This is an optimization exercise on Yosys and OpenROAD, whose aim is a short achievable clock period, not a production implementation. Only simulation tests tie the RTL to the original design; equivalence was not proved. Power is estimated from default activity; no workload was simulated.

<file path="design/flow/config.mk">
export PLATFORM = sky130hd
export DESIGN_NAME = ajq_top
export DESIGN_NICKNAME = ajq_top
export VERILOG_FILES = /design/flow/design.v
export SDC_FILE = /design/flow/constraint.sdc
export NUM_CORES = 4
export LEC_CHECK = 0
export CAP_MARGIN = 20
export CORE_MARGIN = 2
export CORE_UTILIZATION = 40
export SLEW_MARGIN = 20
</file>
<file path="design/flow/run.sh">
#!/bin/bash
# synth_recipe.tcl (not shown) runs the flow's synth.tcl, then flattens the netlist and writes it again
# the make line also repeats each setting of config.mk as NAME=value (left out here)
make -C /OpenROAD-flow-scripts/flow DESIGN_CONFIG=/design/flow/config.mk WORK_HOME=/design/flow/orfs CLKGATE_MAP_FILE= SYNTH_SCRIPT=/design/flow/synth_recipe.tcl finish
</file>
<file path="design/flow/constraint.sdc">
create_clock -name core_clock -period 4.0 [get_ports {clk}]
set_input_delay 0.8000 -clock core_clock [delete_from_list [all_inputs] [get_ports {clk}]]
set_output_delay 0.8000 -clock core_clock [all_outputs]
set_load 0.01 [all_outputs]
</file>
<file path="design/flow/design.v">
module ajq_bq #(
    parameter N  = 16,
    parameter IW = (N > 1) ? $clog2(N) : 1,
    parameter CW = $clog2(N + 1)
) (
    input  wire       clk,
    input  wire       rst,
    input  wire       a_push,
    input  wire       a_pop,
    input  wire [7:0] a_data,
    output wire       a_ok,
    output wire [7:0] a_rdata,
    input  wire       b_init,
    input  wire       b_push,
    input  wire       b_pop,
    input  wire [7:0] b_data,
    output wire       b_ok,
    output wire [7:0] b_rdata,
    output wire       empty,
    output wire       full
);
    reg [7:0]    buf_q [0:N-1];
    reg [IW-1:0] start_q, end_q;
    reg [CW-1:0] count_q;
    function [IW-1:0] inc;
        input [IW-1:0] i;
        begin
            if (i == N - 1) inc = {IW{1'b0}};
            else            inc = i + 1'b1;
        end
    endfunction
    assign empty = (count_q == 0);
    assign full  = (count_q == N);
    wire a_push_ok = a_push && (count_q != N);
    wire a_pop_ok  = a_pop  && (count_q != 0);
    assign a_ok    = a_push_ok | a_pop_ok;
    assign a_rdata = a_pop_ok ? buf_q[start_q] : 8'h00;
    wire [IW-1:0] start_a = a_pop_ok  ? inc(start_q) : start_q;
    wire [IW-1:0] end_a   = a_push_ok ? inc(end_q)   : end_q;
    wire [CW-1:0] count_a = a_push_ok ? count_q + 1'b1 :
                            a_pop_ok  ? count_q - 1'b1 : count_q;
    wire b_push_ok = b_push && (count_a != N);
    wire b_pop_ok  = b_pop  && (count_a != 0);
    assign b_ok    = b_init | b_push_ok | b_pop_ok;
    wire [7:0] b_head = (a_push_ok && (start_a == end_q)) ? a_data : buf_q[start_a];
    assign b_rdata = b_pop_ok ? b_head : 8'h00;
    always @(posedge clk) begin
        if (rst) begin
            start_q <= {IW{1'b0}};
            end_q   <= {IW{1'b0}};
            count_q <= {CW{1'b0}};
        end else if (b_init) begin
            start_q <= {IW{1'b0}};
            end_q   <= {IW{1'b0}};
            count_q <= {CW{1'b0}};
        end else begin
            start_q <= b_pop_ok  ? inc(start_a) : start_a;
            end_q   <= b_push_ok ? inc(end_a)   : end_a;
            count_q <= b_push_ok ? count_a + 1'b1 :
                       b_pop_ok  ? count_a - 1'b1 : count_a;
        end
    end
    always @(posedge clk) begin
        if (!rst && a_push_ok)
            buf_q[end_q] <= a_data;
        if (!rst && b_push_ok)
            buf_q[end_a] <= b_data;
    end
endmodule
module ajq_top #(
    parameter N_RX = 16,
    parameter N_TX = 16
) (
    input  wire        clk,
    input  wire        rst,
    input  wire        drx_req_valid,
    input  wire [39:0] drx_req,
    output wire        drx_req_ready,
    output reg         drx_rsp_valid,
    output reg  [33:0] drx_rsp,
    input  wire        dtx_req_valid,
    input  wire [39:0] dtx_req,
    output wire        dtx_req_ready,
    output reg         dtx_rsp_valid,
    output reg  [33:0] dtx_rsp,
    input  wire        m_req_valid,
    input  wire [39:0] m_req,
    output wire        m_req_ready,
    output reg         m_rsp_valid,
    output reg  [33:0] m_rsp,
    output wire        rxq_empty,
    output wire        rxq_full,
    output wire        txq_empty,
    output wire        txq_full,
    output wire        tx_irq_en,
    output wire [31:0] pkt
);
    localparam [3:0] OP_NOP      = 4'h0,
                     OP_Q_INIT   = 4'h1,
                     OP_Q_PUSH   = 4'h2,
                     OP_Q_POP    = 4'h3,
                     OP_TP_INIT  = 4'h4,
                     OP_RX_EVENT = 4'h5,
                     OP_TX_EVENT = 4'h6,
                     OP_TRY_RECV = 4'h7,
                     OP_TRY_SEND = 4'h8,
                     OP_FR_INIT  = 4'h9,
                     OP_FEED     = 4'hA,
                     OP_POLL     = 4'hB,
                     OP_ENCODE   = 4'hC;
    reg        tx_irq_en_q;
    reg  [7:0] fw_q [0:4];       
    reg  [2:0] position_q;       
    reg  [7:0] pkt_q [0:3];      
    reg        enc_busy_q;
    reg  [2:0] enc_idx_q;
    reg  [7:0] enc_b_q [0:4];
    assign drx_req_ready = 1'b1;
    assign dtx_req_ready = 1'b1;
    assign m_req_ready   = ~enc_busy_q;
    assign tx_irq_en     = tx_irq_en_q;
    assign pkt           = {pkt_q[0], pkt_q[1], pkt_q[2], pkt_q[3]};
    wire       drx_acc = drx_req_valid && !rst;
    wire [3:0] drx_op  = drx_req[39:36];
    wire       dtx_acc = dtx_req_valid && !rst;
    wire [3:0] dtx_op  = dtx_req[39:36];
    wire       m_acc   = m_req_valid && !enc_busy_q && !rst;
    wire [3:0] m_op    = m_req[39:36];
    wire       m_q     = m_req[35];
    wire [7:0] m_b     = m_req[7:0];
    wire       enc_step = enc_busy_q && !rst;    
    wire rx_event = drx_acc && (drx_op == OP_RX_EVENT);
    wire tx_event = dtx_acc && (dtx_op == OP_TX_EVENT) && tx_irq_en_q;
    wire m_is = m_acc;
    wire m_tp_init  = m_is && (m_op == OP_TP_INIT);
    wire m_q_init   = m_is && (m_op == OP_Q_INIT);
    wire m_q_push   = m_is && (m_op == OP_Q_PUSH);
    wire m_q_pop    = m_is && (m_op == OP_Q_POP);
    wire m_try_recv = m_is && (m_op == OP_TRY_RECV);
    wire m_try_send = m_is && (m_op == OP_TRY_SEND);
    wire m_fr_init  = m_is && (m_op == OP_FR_INIT);
    wire m_feed     = m_is && (m_op == OP_FEED);
    wire m_poll     = m_is && (m_op == OP_POLL);
    wire m_encode   = m_is && (m_op == OP_ENCODE);
    wire [7:0] enc_c  = m_req[31:24];
    wire [7:0] enc_p1 = m_req[23:16];
    wire [7:0] enc_p2 = m_req[15:8];
    wire [7:0] enc_p3 = m_req[7:0];
    wire [7:0] enc_ck = enc_c ^ enc_p1 ^ enc_p2 ^ enc_p3;
    wire       rxq_a_ok, rxq_b_ok, txq_a_ok, txq_b_ok;
    wire [7:0] rxq_a_rdata, rxq_b_rdata, txq_a_rdata, txq_b_rdata;
    wire rxq_b_init = m_tp_init || (m_q_init && !m_q);
    wire rxq_b_push = m_q_push && !m_q;
    wire rxq_b_pop  = (m_q_pop && !m_q) || m_try_recv || m_poll;
    wire       txq_b_init = m_tp_init || (m_q_init && m_q);
    wire       txq_b_pop  = m_q_pop && m_q;
    wire       txq_b_push = (m_q_push && m_q) || m_try_send || m_encode || enc_step;
    wire [7:0] txq_b_data = enc_step ? enc_b_q[enc_idx_q] :
                            m_encode ? enc_c : m_b;
    ajq_bq #(.N(N_RX)) u_rxq (
        .clk(clk), .rst(rst),
        .a_push(rx_event), .a_pop(1'b0), .a_data(drx_req[7:0]),
        .a_ok(rxq_a_ok), .a_rdata(rxq_a_rdata),
        .b_init(rxq_b_init), .b_push(rxq_b_push), .b_pop(rxq_b_pop), .b_data(m_b),
        .b_ok(rxq_b_ok), .b_rdata(rxq_b_rdata),
        .empty(rxq_empty), .full(rxq_full)
    );
    ajq_bq #(.N(N_TX)) u_txq (
        .clk(clk), .rst(rst),
        .a_push(1'b0), .a_pop(tx_event), .a_data(8'h00),
        .a_ok(txq_a_ok), .a_rdata(txq_a_rdata),
        .b_init(txq_b_init), .b_push(txq_b_push), .b_pop(txq_b_pop), .b_data(txq_b_data),
        .b_ok(txq_b_ok), .b_rdata(txq_b_rdata),
        .empty(txq_empty), .full(txq_full)
    );
    wire       feed_go = m_feed || (m_poll && rxq_b_ok);
    wire [7:0] feed_b  = m_feed ? m_b : rxq_b_rdata;
    wire [7:0] feed_x  = fw_q[0] ^ fw_q[1] ^ fw_q[2] ^ fw_q[3];
    wire       feed_at_ck = (position_q == 3'd4);
    wire       feed_match = feed_go && feed_at_ck && (feed_x == feed_b);
    wire [31:0] fw_word  = {fw_q[0], fw_q[1], fw_q[2], fw_q[3]};
    integer i;
    always @(posedge clk) begin
        if (rst) begin
            position_q <= 3'd0;
        end else if (m_fr_init) begin
            position_q <= 3'd0;
        end else if (feed_go) begin
            if (!feed_at_ck) begin
                fw_q[position_q] <= feed_b;
                position_q <= position_q + 3'd1;
            end else if (feed_match) begin
                fw_q[4] <= feed_b;
                for (i = 0; i < 4; i = i + 1)
                    pkt_q[i] <= fw_q[i];
                position_q <= 3'd0;
            end else begin
                fw_q[0] <= fw_q[1];
                fw_q[1] <= fw_q[2];
                fw_q[2] <= fw_q[3];
                fw_q[3] <= feed_b;
                fw_q[4] <= feed_b;
            end
        end
    end
    always @(posedge clk) begin
        if (rst) begin
            enc_busy_q <= 1'b0;
        end else if (m_encode) begin
            enc_busy_q  <= txq_b_ok;
            enc_idx_q   <= 3'd1;
            enc_b_q[0]  <= enc_c;
            enc_b_q[1]  <= enc_p1;
            enc_b_q[2]  <= enc_p2;
            enc_b_q[3]  <= enc_p3;
            enc_b_q[4]  <= enc_ck;
        end else if (enc_step) begin
            if (!txq_b_ok || enc_idx_q == 3'd4)
                enc_busy_q <= 1'b0;
            enc_idx_q <= enc_idx_q + 3'd1;
        end
    end
    always @(posedge clk) begin
        if (rst)
            tx_irq_en_q <= 1'b0;
        else if (m_tp_init)
            tx_irq_en_q <= 1'b0;
        else if ((m_try_send || m_encode || enc_step) && txq_b_ok)
            tx_irq_en_q <= 1'b1;
        else if (tx_event && !txq_a_ok)
            tx_irq_en_q <= 1'b0;
    end
    localparam [33:0] RSP_ERR = {2'b10, 32'h0};
    always @(posedge clk) begin
        if (rst) begin
            drx_rsp_valid <= 1'b0;
        end else begin
            drx_rsp_valid <= drx_acc;
            case (drx_op)
                OP_NOP:      drx_rsp <= {2'b01, 32'h0};
                OP_RX_EVENT: drx_rsp <= {1'b0, rxq_a_ok, 32'h0};
                default:     drx_rsp <= RSP_ERR;
            endcase
        end
    end
    always @(posedge clk) begin
        if (rst) begin
            dtx_rsp_valid <= 1'b0;
        end else begin
            dtx_rsp_valid <= dtx_acc;
            if (dtx_op == OP_NOP)
                dtx_rsp <= {2'b01, 32'h0};
            else if (tx_event)
                dtx_rsp <= {1'b0, txq_a_ok, 24'h0, txq_a_rdata};
            else
                dtx_rsp <= RSP_ERR;
        end
    end
    always @(posedge clk) begin
        if (rst) begin
            m_rsp_valid <= 1'b0;
        end else if (enc_step) begin
            m_rsp_valid <= !txq_b_ok || (enc_idx_q == 3'd4);
            m_rsp       <= {1'b0, txq_b_ok, 32'h0};
        end else begin
            m_rsp_valid <= m_acc && !(m_encode && txq_b_ok);
            case (m_op)
                OP_NOP, OP_TP_INIT, OP_FR_INIT, OP_Q_INIT:
                    m_rsp <= {2'b01, 32'h0};
                OP_Q_PUSH:
                    m_rsp <= {1'b0, m_q ? txq_b_ok : rxq_b_ok, 32'h0};
                OP_TRY_SEND, OP_ENCODE:
                    m_rsp <= {1'b0, txq_b_ok, 32'h0};
                OP_Q_POP:
                    m_rsp <= m_q ? {1'b0, txq_b_ok, 24'h0, txq_b_rdata}
                                 : {1'b0, rxq_b_ok, 24'h0, rxq_b_rdata};
                OP_TRY_RECV:
                    m_rsp <= {1'b0, rxq_b_ok, 24'h0, rxq_b_rdata};
                OP_FEED, OP_POLL:
                    m_rsp <= feed_match ? {2'b01, fw_word} : {2'b00, 32'h0};
                default:
                    m_rsp <= RSP_ERR;
            endcase
        end
    end
endmodule
</file>
==> impl_metrics.py <==
metrics = {
    "routing": {
        "drt-initial-drc-count": 1389,
        "vias": 15693,
        "drc": 0,
        "dr.pass1.iters": 6,
        "viasPerCell": 5.51,
        "ant_nets": 0,
        "drt-total-wl_um": 64200,
        "routedWlPerCell_um": 22.5,
    },
    "power_and_ir_drop": {
        "switching_share": 0.215,
        "p_leak_uw": 0.0104,
        "pwr-share-seq": 0.485,
        "p_switching_uw": 2280,
        "p_per_area_nw_per_um2": 371,
        "power_frac_comb": 0.061,
        "vdd_drop_max_mv": 0.307,
        "p_int_uw": 8320,
        "clkPwrFrac": 0.454,
    },
    "worst_setup_path": {
        "worstPathArrival_ns": 4.23,
        "critPathMaxFanout": 16,
        "required_ns": 4.33,
        "endpoint_kind": "flop",
        "cp-start-kind": "primary input",
        "crit_type": "primary input to flop",
    },
    "cells_and_area": {
        "fin_nets": 2207,
        "finish.instance_area_um2": 28600,
        "area_growth_pct": 26.5,
        "multi_input_area_um2": 8860,
        "post-route-util": 0.509,
        "drive_gt1_frac": 0.273,
        "seqCellArea_um2": 13000,
        "final_common_cell": "edfxtp_1",
        "final_cell_mix": "409 x edfxtp_1, 212 x buf_4, 200 x nand2_1",
        "fillCellCount": 4824,
    },
    "placed_design": {
        "finalWeightedCongestion": 0.878,
        "post-place-ws_ns": -0.640,
        "dpl_cell_area_um2": 26800,
        "io_buffer_count": 144,
        "post-dp-hpwl_um": 46100,
    },
    "timing": {
        "relSlewSlack": 0.332,
        "finalWorstSetupSlack_ns": 0.0976,
        "setup_tns_ns": 0,
        "fin_skew_ns": 0.0212,
        "rsz0062_at_grt": "true",
        "setup_viol": 0,
        "finalCriticalPeriod_ns": 3.90,
        "holdWs_ns": 0.498,
        "drv_slew": 0,
        "hold_viol": 0,
        "finalCritPeriodShare": 0.976,
        "tightest_slew_ns": 0.988,
        "clock.fmax_mhz": 256,
    },
    "logic_synthesis": {
        "ys_seq_area_frac": 0.576,
        "ys_types": 78,
        "async_flop_share": 0,
        "syn_avg_cell_area_um2": 13.2,
        "synth_ff_type": "edfxtp_1",
        "synth-edff-count": 409,
        "ys_warn_count": 4,
        "ys_ff_latch": 447,
        "synthCells": 1717,
        "syn-cell-area_um2": 22600,
    },
    "global_route": {
        "grt_pass1_wl_um": 96800,
        "grt_use_total": 0.217,
        "grt_overflow": 0,
        "grt_max_degree": 49,
        "grt_pass1_vias": 15949,
        "grt_antenna_before_repair": 4,
    },
    "die": {
        "initial_utilization": 0.403,
        "die-area_um2": 58500,
        "core_um2": 56200,
        "rows": 87,
        "io_pins": 270,
        "die_w_um": 242,
        "die-height_um": 242,
    },
    "run_status": {
        "status": "timing/DRC/antenna clean",
    },
    "cts": {
        "cts_sinks": 447,
        "clock_latency_ns": 0.60,
        "cts_tree": "yes",
        "clockBufferDepth": 3,
        "root_buffer": "clkbuf_16",
        "cts.reportedPaths.clkPinSlew_ns": 0.06,
        "cts_buffers": 50,
        "htree_levels": 2,
    },
    "hold_path": {
        "hold_path.class": "flop to flop",
    },
    "flow_run": {
        "drv_cap": 0,
    },
}
-- timing repair --
item	CTS	global route
endpoints found under the setup margin	41	113
pin swaps	2	2
setup buffers	7	1
hold buffers	0	0
hold endpoints to repair	0	0
gates resized for setup	4	7
cloned	0	0
-- routing by layer --
layer / vias up / routed length (um) / global-route usage
li1: 7088 / - / -
met1: 7955 / 26800 / 0.278
met2: 544 / 31500 / 0.367
met3: 102 / 4040 / 0.0466
met4: 4 / 1880 / 0.0723
met5: - / 23 / 0
-- Yosys cell counts, types with 6 or more instances --
| cell type | number | area (um^2) |
|---|---|---|
| edfxtp_1 | 409 | 12300 |
| nand2_1 | 200 | 751 |
| mux2_2 | 131 | 1480 |
| clkbuf_1 | 91 | 342 |
| and3_1 | 72 | 450 |
| mux4_2 | 72 | 1620 |
| xnor2_1 | 64 | 561 |
| buf_4 | 59 | 443 |
| nor2_1 | 57 | 214 |
| a21oi_1 | 50 | 250 |
| o21ai_0 | 39 | 195 |
| a22oi_1 | 38 | 285 |
| dfxtp_1 | 38 | 761 |
| inv_1 | 36 | 135 |
| nand3_1 | 34 | 170 |
| ha_1 | 30 | 375 |
| mux2_1 | 24 | 270 |
| and2_1 | 23 | 144 |
| a31oi_1 | 22 | 138 |
| nor3_1 | 21 | 105 |
| mux2i_1 | 19 | 190 |
| a311oi_1 | 18 | 158 |
| a211oi_1 | 15 | 113 |
| xor2_1 | 14 | 123 |
| buf_1 | 11 | 41.3 |
| nor2b_1 | 10 | 62.6 |
| a221o_1 | 9 | 90.1 |
| buf_2 | 9 | 45.0 |
| o31ai_1 | 9 | 67.6 |
| nand4_1 | 7 | 43.8 |
| nor3b_1 | 7 | 52.6 |
| a41oi_1 | 6 | 52.6 |
-- area by class of cell --
cell class | count | share of cell area
antenna | 2 | 0.000175
clock buffer | 55 | 0.0451
clock inverter | 36 | 0.0145
inverter | 37 | 0.00503
multi-input combinational | 1116 | 0.310
sequential | 447 | 0.456
tap | 756 | 0.0331
timing repair buffer | 400 | 0.137
-- power by group through the flow --
stage          clock network [uW]  registers (uW)  logic (uW)
2_1_floorplan                   0            5250         355
3_3_place_gp                    0            5240         621
3_5_place_dp                    0            5240         637
4_1_cts                      4910            5140         641
5_1_grt                      5090            5140         703
6_report                     4820            5140         651
-- path summary, 6_finish.rpt --
kind,start,to,slack [ns],cells after the start
worst max-delay path,drx_req[36],fw_q[0][4],0.1,13
worst min-delay path,fw_q[0][4],pkt_q[0][4],0.50,0
worst max register to register,flop,fw_q[0][4],0.17,11
worst min register to register,fw_q[0][4],pkt_q[0][4],0.50,0
-- through the flow --
stage / power, uW / std cells
finish: 10600 / 2849
global route: 10900 / 2849
CTS: 10700 / 2846
detailed placement: 5880 / 2748
global placement: 5860 / 2748
floorplan: 5600 / 1773
-- critical path, stage by stage --
cell and delay (ns):
clkdlybuf4s50_1 0.49, nand4b_1 0.13, buf_4 0.20, or3_4 0.39
or2_4 0.27, buf_4 0.17, mux2_2 0.28, nand3_1 0.08
o2111ai_1 0.16, or4_4 0.64, nand2_4 0.12, buf_12 0.16
mux2_1 0.33
-- registers in the layout, summed over array words and instances (netlist names), 10 cells and up, named ones only --
register     flops
u_rxq.buf_q    128
u_txq.buf_q    128
dtx_rsp         10
pkt_q           32
m_rsp           34
fw_q            32
enc_b_q         40
-- cells by family (layout without fill, tap and decap cells) --
family	count (synthesis)	after routing	synth area share
xor+xnor	78	78	0.0302
compound gates	240	240	0.0725
simple gates	463	463	0.100
mux	247	247	0.158
buf+inv	210	528	0.0458
fa+ha+maj	30	30	0.0166
flops	447	447	0.576
other cells	2	60	0.000332

==> separate check: timing with driven ports <==
Ports are ideal in the flow. The routed layout listed here was re-timed in OpenROAD.
Step 1 assumes that a clkbuf_16 drives the clock port and a buf_2 every other input.
Step 2 times the ports against the registers' clock, not the clock port: input delays grow and output delays shrink by t, the midpoint of the rising clock arrivals with the driver on.
a / b / c = ideal / step 1 / step 2; a / b = the first two.
t (ns): 0.647
setup WS [ns]: 0.098 / 0.123 / -0.524
worst setup path after step 2: input to register
slew at the worst register clock pin (ns): 0.07 / 0.07
worst slew at a driven data input, ns: 0.09
With both steps, setup timing fails in this run, where it was met with ideal ports. For this run, drivers alone change the setup slack by +0.025 ns; drivers and shift together by -0.622 ns.
